What follows belongs to an exercise in optimizing a design on an open flow for small area, a short achievable clock period and few clock cycles per item; a production flow would make more cautious choices.
In this exercise RTL edits were held to simulation tests only and were not proved equivalent to the original.
Power and IR drop assume default switching activity.

Design filtcore, start of the top module:
module filtcore (
    input  wire        clk,
    input  wire        rst,
    input  wire        cmd_valid,
    output wire        cmd_ready,
    input  wire [31:0] cmd_word,
    output wire        rsp_valid,
    input  wire        rsp_ready,
    output wire [31:0] rsp_word,
    output wire [1:0]  err_sticky
);
Size: roughly 2700 cells after synthesis, about 21000 sq um of cells after synthesis.
Settings: LEC_CHECK=0, ABC_AREA=1, CAP_MARGIN=20, CORE_MARGIN=2, CORE_UTILIZATION=60, CTS_BUF_LIST=sky130_fd_sc_hd__clkbuf_8 sky130_fd_sc_hd__clkbuf_16, PLACE_DENSITY=0.7, SLEW_MARGIN=20; clock period 14.0 ns.
standard.sh (not shown) runs the stock make flow with config.mk's settings and CLKGATE_MAP_FILE= SYNTH_SCRIPT=/design/flow/synth_recipe.tcl, a recipe that flattens the netlist after the stock synthesis.
==> flow/flow/run.sh <==
#!/bin/bash
set -euo pipefail
bash standard.sh SYNTH_ARGS=-noabc 'BUFFER_PORTS_ARGS=-buffer_cell sky130_fd_sc_hd__buf_1' \
    SETUP_SLACK_MARGIN=7.6 finish > standard.log 2>&1
The starting point ran to the end with no violations.
Testbench counts at the start, summed over its fixed seeds: cycles 16,024, items 16,000.
Then changed:
--- a/flow/config.mk
+++ b/flow/config.mk
@@ -12 +11,0 @@
-export CTS_BUF_LIST = sky130_fd_sc_hd__clkbuf_8 sky130_fd_sc_hd__clkbuf_16
@@ -14,0 +14 @@
+export TNS_END_PERCENT = 5
Outcome: The new run ran to the end with no violations; clock power barely changes; via count barely changes; count of clock-buffer cells in the layout is unchanged; sequential power stays flat; hold slack hardly moves.
Then changed:
--- a/flow/config.mk
+++ b/flow/config.mk
@@ -11,0 +12 @@
+export GPL_TIMING_DRIVEN = 0
@@ -14 +14,0 @@
-export TNS_END_PERCENT = 5
After rerunning:
- The new run passed the timing, design-rule and antenna checks
- clock power goes down by 5.1%
- wire length hardly moves
- power goes up by 0.97%
- setup slack improves by 0.090 ns
- synthesized cell count stays the same
- design area goes up by 1.9%
Then changed:
--- a/flow/config.mk
+++ b/flow/config.mk
@@ -12 +11,0 @@
-export GPL_TIMING_DRIVEN = 0
Clock-buffer cell count rises by 3.
Via count falls by 0.93%.
Clock skew is about the same.
Setup slack improves by 0.044 ns.
Routed wire length hardly moves.
Cell area falls by 1.4%.
Utilization decreases by 0.93 points.
Final cell count fell by 1.7%.
Sequential power is higher by about 1%.
Then changed:
==> flow/flow/run.sh (replaced) <==
#!/bin/bash
set -euo pipefail
bash standard.sh SETUP_SLACK_MARGIN=7.6 finish > standard.log 2>&1
=>
- The new run passed the timing, design-rule and antenna checks
- area after synthesis increases by 1.5%
- core utilization increases by 2.0 points
- count of clock-buffer cells in the layout decreases by 3
- via count increases by 2.2%
- first-iteration DRC count decreases by 4.3%
- wire length increases by 3.2%
- clock power decreases by 8.9%

Another version of the RTL of filtcore (not shown whole).
Size in the first run: about 2900 cells after synthesis, roughly 72 I/O pins, about 22000 um^2 of cells after synthesis.
clock: 14.0 ns
lec_check: 0
abc_area: 1
cap_margin: 20
core_margin: 2
core_utilization: 60
place_density: 0.7
slew_margin: 20
==> flow/flow/run.sh <==
#!/bin/bash
set -euo pipefail
bash standard.sh SETUP_SLACK_MARGIN=7 finish > standard.log 2>&1
Testbench counts at the start, summed over its fixed seeds: cycles 16,024, items 16,000.
Change:
==> flow/flow/run.sh (replaced) <==
#!/bin/bash
set -euo pipefail
bash standard.sh ADDER_MAP_FILE= SETUP_SLACK_MARGIN=7.5 finish > standard.log 2>&1
Settings changed: ABC_AREA 1 to default.
Effect: Design area rose by about 12%; global-route usage rose by 1.4 points; clock power barely changes; synthesized area rose by about 6.6%; setup slack improves by 0.32 ns; cell count rose by 2.4%; total power rose by about 0.9%.

filtcore with an RTL version that a note above also has.
For scale: roughly 190 flip-flops, ~72 I/O pins, roughly 21,000 um^2 of cells after synthesis.
clock: 14.0 ns
lec_check: 0
abc_area: 1
cap_margin: 20
core_margin: 2
core_utilization: 60
cts_buf_list: sky130_fd_sc_hd__clkbuf_8
place_density: 0.7
slew_margin: 20
==> flow/flow/run.sh <==
#!/bin/bash
set -euo pipefail
bash standard.sh SYNTH_ARGS=-noabc 'BUFFER_PORTS_ARGS=-buffer_cell sky130_fd_sc_hd__buf_1' \
    SETUP_SLACK_MARGIN=7.6 finish > standard.log 2>&1
Testbench counts at the start, summed over its fixed seeds: cycles 16,024, items 16,000.
Next try:
==> flow/flow/run.sh (replaced) <==
#!/bin/bash
set -euo pipefail
bash standard.sh SYNTH_ARGS=-noabc 'BUFFER_PORTS_ARGS=-buffer_cell sky130_fd_sc_hd__buf_1' \
    SETUP_SLACK_MARGIN=7.45 finish > standard.log 2>&1
- CTS_BUF_LIST: sky130_fd_sc_hd__clkbuf_8 -> default
Outcome: Cell area drops by 0.65%; combinational power drops by about 5%; power drops by 0.80%; cell count drops by about 0.47%; wire length drops by about 0.8%; maximum frequency drops by about 3.5%; worst setup slack degrades by 0.22 ns; synthesized cell count does not change; clock power climbs by 22%; worst hold slack degrades by 0.0037 ns.
Next try:
==> flow/flow/run.sh (replaced) <==
#!/bin/bash
set -euo pipefail
bash standard.sh SYNTH_ARGS=-noabc SETUP_SLACK_MARGIN=7.6 finish > standard.log 2>&1
After rerunning: Power grows slightly. Core utilization grows by 1.2 points. Area after synthesis is unchanged. Global-route usage shrinks by 1.5 points. Die area stays the same. Synthesized cell count stays the same. Hold slack barely changes. Design area grows slightly. Sequential share of layout area shrinks by 0.44 points.
Next try:
- CORE_UTILIZATION: 60 -> 70
- PLACE_DENSITY: 0.7 -> 0.8
Sequential power increases slightly.
Setup slack degrades by 0.18 ns.
Combinational power is higher by a few percent.
Utilization grows by 12 points.
Area after synthesis does not change.
Register-to-register slack got worse by 0.18 ns.
Clock skew barely changes.
Routed wire length increases by roughly a tenth.
Clock-buffer cell count goes up by 1.

==> separate check: timing with driven ports <==
No port has a modelled driver above. Below, the same layouts with a new extraction and two added sets of constraints. Step 1 (the two cells are an assumption about what drives the block):
set clk [get_ports {clk}]
set_driving_cell -lib_cell sky130_fd_sc_hd__clkbuf_16 $clk
set_driving_cell -lib_cell sky130_fd_sc_hd__buf_2 [delete_from_list [all_inputs] $clk]
Step 2 moves the port delays by t, midway between the first and last clock arrival at a register: inputs arrive t later, outputs are due t later. That takes back most of the time a late clock gives input paths. Three values: ideal ports, drivers, drivers and shift; two values: the first two.
| run | shift t [ns] | slack for setup (ns) | worst hold slack (ns) | worst slew at a driven data input, ns | pins driven straight from the clock port |
|---|---|---|---|---|---|
| the first run of note 1 | 0.507 | 7.746 / 7.746 / 7.697 | 0.428 / 0.428 / 0.428 | 0.03 | 1 |
| the second run of note 1 | 0.504 | 7.611 / 7.587 / 7.587 | 0.428 / 0.428 / 0.428 | 0.03 | 1 |
| the third run of note 1 | 0.521 | 7.701 / 7.658 / 7.658 | 0.426 / 0.426 / 0.426 | 0.04 | 1 |
| the fourth run of note 1 | 0.507 | 7.746 / 7.746 / 7.697 | 0.428 / 0.428 / 0.428 | 0.03 | 1 |
| the fifth run of note 1 | 0.496 | 7.694 / 7.694 / 7.465 | 0.433 / 0.433 / 0.433 | 0.05 | 1 |
| the first run of note 2 | 0.505 | 7.133 / 7.111 / 7.111 | 0.431 / 0.431 / 0.431 | 0.04 | 1 |
| the second run of note 2 | 0.489 | 7.455 / 7.455 / 7.455 | 0.424 / 0.424 / 0.424 | 0.04 | 1 |
| the first run of note 3 | 0.555 | 7.787 / 7.783 / 7.715 | 0.432 / 0.432 / 0.432 | 0.03 | 1 |
| the second run of note 3 | 0.506 | 7.562 / 7.539 / 7.539 | 0.428 / 0.428 / 0.428 | 0.03 | 1 |
| the third run of note 3 | 0.496 | 7.763 / 7.763 / 7.547 | 0.426 / 0.426 / 0.426 | 0.04 | 1 |
| the fourth run of note 3 | 0.516 | 7.578 / 7.578 / 7.456 | 0.425 / 0.425 / 0.425 | 0.05 | 1 |
After both steps every run listed still meets setup and hold. For the fifth run of note 1, which loses most, drivers alone change the setup slack by 0.000 ns; drivers and shift together by -0.229 ns.
